This is an optimization exercise on Yosys and OpenROAD, whose aim is small area, not a production implementation. RTL that was checked went through simulation tests only; none was proved equivalent to the original. Power and IR drop assume default switching activity.

==> quartz: inputs <==
// rfal_tsm
module rfal_tsm (
    input  wire        clk,
    input  wire        rst_n,
    input  wire        host_req,
    input  wire        host_we,
    input  wire [7:0]  host_addr,
    input  wire [31:0] host_wdata,
    output reg         host_ack,
    output reg  [31:0] host_rdata,
    output reg         fe_req,
    output reg  [3:0]  fe_op,
    output reg  [3:0]  fe_sel,
    output reg  [31:0] fe_arg,
    input  wire        fe_ack,
    input  wire [31:0] fe_rdata,
    output reg         mem_req,
    output reg         mem_we,
    output reg  [11:0] mem_addr,
    output reg  [7:0]  mem_wdata,
    input  wire        mem_ack,
    input  wire [7:0]  mem_rdata,
    output reg         pre_txrx,
    output reg         post_txrx
);
==> flow/config.mk <==
export PLATFORM = sky130hd
export DESIGN_NAME = rfal_tsm
export DESIGN_NICKNAME = rfal_tsm
export VERILOG_FILES = /design/flow/design.v
export SDC_FILE = /design/flow/constraint.sdc
export NUM_CORES = 4
export LEC_CHECK = 0
export CAP_MARGIN = 20
export CORE_MARGIN = 2
export CORE_UTILIZATION = 50
export SLEW_MARGIN = 20
==> flow/constraint.sdc <==
create_clock -name core_clock -period 12.0 [get_ports {clk}]
set_input_delay 2.4000 -clock core_clock [delete_from_list [all_inputs] [get_ports {clk}]]
set_output_delay 2.4000 -clock core_clock [all_outputs]
set_load 0.01 [all_outputs]
standard.sh (not shown) runs the stock make flow with config.mk's settings and CLKGATE_MAP_FILE= SYNTH_SCRIPT=/design/flow/synth_recipe.tcl, a recipe that flattens the netlist after the stock synthesis.
==> flow/flow/run.sh <==
#!/bin/bash
# Layout flow: the standard flow (standard.sh) with one change in synthesis:
# ABC maps the logic with an area-recovering script (flow/abc_area.script) and
# adders are left to ABC instead of fixed full/half-adder cells. Registers,
# flattening and renaming are the standard synthesis's (synth_recipe.tcl).
set -euo pipefail
WORK=$(pwd)

# synthesis script: synth_recipe.tcl with ABC's -script argument swapped
{
  cat <<'TCL'
proc abc {args} {
  set i [lsearch -exact $args -script]
  if {$i >= 0} { lset args [expr {$i + 1}] $::env(FLOW_ABC_SCRIPT) }
  puts "abc (area script): $args"
  yosys abc {*}$args
}
TCL
  cat "$WORK/synth_recipe.tcl"
} > "$WORK/area_synth.tcl"
export FLOW_ABC_SCRIPT="$WORK/flow/abc_area.script"

# standard.sh with the synthesis script and the adder map replaced
sed -e "s#SYNTH_SCRIPT=[^ ]*synth_recipe.tcl#SYNTH_SCRIPT=$WORK/area_synth.tcl ADDER_MAP_FILE=#" \
    "$WORK/standard.sh" > "$WORK/area_standard.sh"
grep -q "area_synth.tcl ADDER_MAP_FILE=" "$WORK/area_standard.sh"

# port buffers: the smallest buffer cell (every port still gets its own buffer)
export BUFFER_PORTS_ARGS="-buffer_cell sky130_fd_sc_hd__buf_1"
# clock tree: larger sink clusters under clkbuf_16 buffers, no dummy balancing loads
export CTS_ARGS="-sink_clustering_enable -repair_clock_nets -buf_list sky130_fd_sc_hd__clkbuf_16 -sink_clustering_size 20 -sink_clustering_max_diameter 80 -dont_use_dummy_load"

bash "$WORK/area_standard.sh" synth > "$WORK/synth.log" 2>&1
bash "$WORK/area_standard.sh" > "$WORK/layout.log" 2>&1
==> flow/flow/abc_area.script <==
strash
&get -n
&st
&deepsyn -T 90
&nf -a -p
&put
==> garnet (differences from quartz) <==
--- a/flow/design.v
+++ b/flow/design.v
@@ -195,16 +195,18 @@
     wire [19:0] a0_time = a0_big ? 20'd1000000 : arg0[19:0];
     wire [6:0]  fwt_adj = (mode == M_POLL_A) ? 7'd64 :
                           (mode == M_POLL_B) ? 7'd32 :
                           (mode == M_POLL_F && (rx_br == 2'd1 || rx_br == 2'd2)) ? 7'd16 : 7'd0;
     wire [24:0] nrt_sum = {1'b0, arg5[23:0]} + {18'd0, fwt_adj};
     wire        nrt_sat = (arg5[31:24] != 8'd0) || nrt_sum[24];
     wire [12:0] rl      = rx_rcvd_len[15:3];
-    wire [12:0] rl_m1   = rl - 13'd1;
-    wire [12:0] rd_sum  = {1'b0, idx} + {5'd0, cnt};
+    wire        add_wk  = (ph == P_WK);
+    wire [12:0] add_out = (add_wk ? {1'b0, idx} : rl) + (add_wk ? {5'd0, cnt} : 13'h1FFF);
+    wire [12:0] rl_m1   = add_out;
+    wire [12:0] rd_sum  = add_out;
     wire        rl_gt_cap = (rl != 13'd0) && !({rl_m1, 3'b000} < {1'b0, rx_len});
     wire [2:0] fs_ib  = fe_rdata[10:8];
     wire       fs_mp  = fe_rdata[11];
     wire [7:0] fs_num = fe_rdata[7:0];
     wire nfca_short = !policy && (mode == M_POLL_A) && (ir[2] || ir[1]) && (fs_ib != 3'd0) &&
                       (fs_num == 8'd1) && (idx == 12'd0);
     reg  [3:0] classify;
--- a/flow/flow/run.sh
+++ b/flow/flow/run.sh
@@ -23,12 +23,12 @@
 # standard.sh with the synthesis script and the adder map replaced
 sed -e "s#SYNTH_SCRIPT=[^ ]*synth_recipe.tcl#SYNTH_SCRIPT=$WORK/area_synth.tcl ADDER_MAP_FILE=#" \
     "$WORK/standard.sh" > "$WORK/area_standard.sh"
 grep -q "area_synth.tcl ADDER_MAP_FILE=" "$WORK/area_standard.sh"
 
 # port buffers: the smallest buffer cell (every port still gets its own buffer)
 export BUFFER_PORTS_ARGS="-buffer_cell sky130_fd_sc_hd__buf_1"
-# clock tree: larger sink clusters under clkbuf_16 buffers, no dummy balancing loads
-export CTS_ARGS="-sink_clustering_enable -repair_clock_nets -buf_list sky130_fd_sc_hd__clkbuf_16 -sink_clustering_size 20 -sink_clustering_max_diameter 80 -dont_use_dummy_load"
+# clock tree: larger sink clusters under clkbuf_8 buffers, no dummy balancing loads
+export CTS_ARGS="-sink_clustering_enable -repair_clock_nets -buf_list sky130_fd_sc_hd__clkbuf_8 -sink_clustering_size 12 -sink_clustering_max_diameter 60 -dont_use_dummy_load"
 
 bash "$WORK/area_standard.sh" synth > "$WORK/synth.log" 2>&1
 bash "$WORK/area_standard.sh" > "$WORK/layout.log" 2>&1
==> flow/flow/abc_area.script (replaced) <==
strash
&get -n
&st
&deepsyn -T 240
&nf -a -p
&put
==> notes <==
- garnet passed the timing, DRC and antenna checks. quartz ran to the end with no violations.
- In quartz the final area is larger than in garnet, by about 0.7%.
- Global-route usage: garnet is higher than quartz (1.2 points).
- Between quartz and garnet, the lower sequential share of layout area is in quartz (gap 0.36 points).
- Worst hold slack: quartz is worse than garnet (0.12 ns).
No functional check of the RTL was part of quartz.

---

==> violet <==
rfal_tsm with an RTL version that a note above also has.
// rfal_tsm
module rfal_tsm (
    input  wire        clk,
    input  wire        rst_n,
    input  wire        host_req,
    input  wire        host_we,
    input  wire [7:0]  host_addr,
    input  wire [31:0] host_wdata,
    output reg         host_ack,
    output reg  [31:0] host_rdata,
    output reg         fe_req,
    output reg  [3:0]  fe_op,
    output reg  [3:0]  fe_sel,
    output reg  [31:0] fe_arg,
    input  wire        fe_ack,
    input  wire [31:0] fe_rdata,
    output reg         mem_req,
    output reg         mem_we,
    output reg  [11:0] mem_addr,
    output reg  [7:0]  mem_wdata,
    input  wire        mem_ack,
    input  wire [7:0]  mem_rdata,
    output reg         pre_txrx,
    output reg         post_txrx
);
    localparam [3:0] FE_GET_IRQ   = 4'd0,  FE_IRQ_EN   = 4'd1,  FE_IRQ_DIS   = 4'd2,
                     FE_FIFO_WR   = 4'd3,  FE_FIFO_RD  = 4'd4,  FE_FIFO_STAT = 4'd5,
                     FE_CMD       = 4'd6,  FE_TMR_START= 4'd7,  FE_TMR_CHECK = 4'd8,
                     FE_TMR_STOP  = 4'd9,  FE_CONFIG   = 4'd10, FE_ANALOG    = 4'd11,
                     FE_SW_ARM    = 4'd12, FE_SW_EXP   = 4'd13, FE_DET_BR    = 4'd14,
                     FE_MEASURE   = 4'd15;
    localparam [31:0] C_SET_DEFAULT = 32'd0, C_CLEAR_FIFO = 32'd1, C_TX_WITH_CRC = 32'd2,
                      C_TX_NO_CRC   = 32'd3, C_UNMASK_RX  = 32'd4, C_FIELD_ON_CA = 32'd5,
                      C_RESET_CA    = 32'd6;
    localparam [3:0]  I_MODE = 4'd0, I_BITRATE = 4'd1, I_FLAGS = 4'd3, I_TX_LENGTH_BITS = 4'd4,
                      I_NRT_EMV_MODE = 4'd5, I_TXRX_ENABLE = 4'd6, I_LISTEN_AP2P = 4'd9,
  ...
clock: 12.0 ns
lec_check: 0
cap_margin: 20
core_margin: 2
core_utilization: 50
slew_margin: 20
==> flow/flow/run.sh <==
#!/bin/bash
# Layout flow: the standard flow (standard.sh) with one change in synthesis:
# ABC maps the logic with an area-recovering script (flow/abc_area.script) and
# adders are left to ABC instead of fixed full/half-adder cells. Registers,
# flattening and renaming are the standard synthesis's (synth_recipe.tcl).
set -euo pipefail
WORK=$(pwd)

# synthesis script: synth_recipe.tcl with ABC's -script argument swapped
{
  cat <<'TCL'
proc abc {args} {
  set i [lsearch -exact $args -script]
  if {$i >= 0} { lset args [expr {$i + 1}] $::env(FLOW_ABC_SCRIPT) }
  puts "abc (area script): $args"
  yosys abc {*}$args
}
TCL
  cat "$WORK/synth_recipe.tcl"
} > "$WORK/area_synth.tcl"
export FLOW_ABC_SCRIPT="$WORK/flow/abc_area.script"

# standard.sh with the synthesis script and the adder map replaced
sed -e "s#SYNTH_SCRIPT=[^ ]*synth_recipe.tcl#SYNTH_SCRIPT=$WORK/area_synth.tcl ADDER_MAP_FILE=#" \
    "$WORK/standard.sh" > "$WORK/area_standard.sh"
grep -q "area_synth.tcl ADDER_MAP_FILE=" "$WORK/area_standard.sh"

# port buffers: the smallest buffer cell (every port still gets its own buffer)
export BUFFER_PORTS_ARGS="-buffer_cell sky130_fd_sc_hd__buf_1"
# clock tree: larger sink clusters under clkbuf_8 buffers, no dummy balancing loads
export CTS_ARGS="-sink_clustering_enable -repair_clock_nets -buf_list sky130_fd_sc_hd__clkbuf_8 -sink_clustering_size 12 -sink_clustering_max_diameter 60 -dont_use_dummy_load"

bash "$WORK/area_standard.sh" synth > "$WORK/synth.log" 2>&1
bash "$WORK/area_standard.sh" > "$WORK/layout.log" 2>&1
==> flow/flow/abc_area.script <==
strash
&get -n
&st
&deepsyn -T 240
&dch -f
&nf -a -p -F 10 -A 6 -C 32
&put
==> nickel: changes against violet <==
--- a/flow/flow/run.sh
+++ b/flow/flow/run.sh
@@ -1,8 +1,11 @@
 #!/bin/bash
-# Layout flow: the standard flow (standard.sh) with one change in synthesis:
-# ABC maps the logic with an area-recovering script (flow/abc_area.script) and
-# adders are left to ABC instead of fixed full/half-adder cells. Registers,
-# flattening and renaming are the standard synthesis's (synth_recipe.tcl).
+# Layout flow: the standard flow (standard.sh) with three changes:
+# - synthesis: ABC maps the logic with an area-recovering script
+#   (flow/abc_area.script) and adders are left to ABC instead of fixed
+#   full/half-adder cells; registers, flattening and renaming are the standard
+#   synthesis's (synth_recipe.tcl);
+# - port buffers use the smallest buffer cell;
+# - the clock tree uses clkbuf_8 buffers over clusters of up to 16 sinks.
 set -euo pipefail
 WORK=$(pwd)
 
@@ -28,7 +31,7 @@
 # port buffers: the smallest buffer cell (every port still gets its own buffer)
 export BUFFER_PORTS_ARGS="-buffer_cell sky130_fd_sc_hd__buf_1"
 # clock tree: larger sink clusters under clkbuf_8 buffers, no dummy balancing loads
-export CTS_ARGS="-sink_clustering_enable -repair_clock_nets -buf_list sky130_fd_sc_hd__clkbuf_8 -sink_clustering_size 12 -sink_clustering_max_diameter 60 -dont_use_dummy_load"
+export CTS_ARGS="-sink_clustering_enable -repair_clock_nets -buf_list sky130_fd_sc_hd__clkbuf_8 -sink_clustering_size 16 -sink_clustering_max_diameter 70 -dont_use_dummy_load"
 
 bash "$WORK/area_standard.sh" synth > "$WORK/synth.log" 2>&1
 bash "$WORK/area_standard.sh" > "$WORK/layout.log" 2>&1
==> flow/flow/abc_area.script (replaced) <==
strash
&get -n
&st
&deepsyn -T 240
&dch -f
&nf -a -p -F 10 -A 6 -C 32
&st
&dch -f
&nf -a -p -F 10 -A 6 -C 32
&put
--- a/flow/config.mk
+++ b/flow/config.mk
@@ -7,5 +7,5 @@
 export LEC_CHECK = 0
 export CAP_MARGIN = 20
 export CORE_MARGIN = 2
-export CORE_UTILIZATION = 50
+export CORE_UTILIZATION = 55
 export SLEW_MARGIN = 20
==> qor summary <==
| item | nickel | violet |
|---|---|---|
| Max stage delay cell, worst path | sky130_fd_sc_hd__mux2i_1 | sky130_fd_sc_hd__maj3_1 |
| Xor/xnor cell area share of the yosys netlist | 0.02195 | 0.02387 |
| Worst vdd rail ir drop | 0.0001344 V | 0.0001378 V |
| # clk buffers | 39 | 52 |
| Met2 routing resource usage after global routing | 0.7265 | 0.7081 |
| Worst-case headroom to the max-slew limit | 0.1639 | 0.1453 |
| Horizontal extent of the die | 217.8 um | 228.3 um |
| DP Wirelength | 89.95 mm | 97.96 mm |
| Setup slack of the most critical reg-to-reg path | 5160 ps | 4980 ps |
| Clock latency reported for the late side of the worst-skew pair | 690 ps | 710 ps |
| Outcome | no timing/DRC/antenna violations | no timing/DRC/antenna violations |
| Switch Pwr | 1973 uW | 2137 uW |
| Detailed router's first-iteration violation count | 5806 | 5620 |
| Combinational Power Share | 0.359 | 0.372 |
| Fraction of power spent switching nets | 0.4169 | 0.4275 |
| Worst hold slack after final layout | 478.9 ps | 466.4 ps |
| Non-clk buf share | 0.04364 | 0.04561 |
| Clock net power | 822 uW | 936 uW |
| Ant. Diodes | 7 | 10 |
| Clock distribution area overhead in the final layout | 0.01932 | 0.02538 |
| Multi-Input Combinational | 1824 | 1819 |
| Distinct cell type count of the synthesized netlist | 68 | 70 |

## what the ideal ports hide
The results above use ideal ports. As a check the final layouts listed here were re-extracted and re-timed, cells and wires unchanged.
Step 1 assumes that a clkbuf_16 drives the clock port and a buf_2 every other input.
Step 2 times the ports against the registers' clock, not the clock port: input delays grow and output delays shrink by t, the midpoint of the rising clock arrivals with the driver on.
Slacks: ideal ports / drivers / drivers and shift; pairs: ideal ports / drivers.
| run | shift t [ns] | slack for setup (ns) | hold slack, ns | worst register clock-pin slew, ns |
|---|---|---|---|---|
| quartz | 0.621 | 4.345 / 4.285 / 4.650 | 0.406 / 0.406 / 0.406 | 0.09 / 0.09 |
| garnet | 0.701 | 3.568 / 3.509 / 3.899 | 0.528 / 0.528 / 0.528 | 0.09 / 0.09 |
| violet | 0.721 | 4.329 / 4.262 / 4.446 | 0.466 / 0.466 / 0.466 | 0.09 / 0.09 |
| nickel | 0.690 | 4.163 / 4.103 / 4.183 | 0.479 / 0.479 / 0.479 | 0.11 / 0.11 |
After both steps every run listed still meets setup and hold.
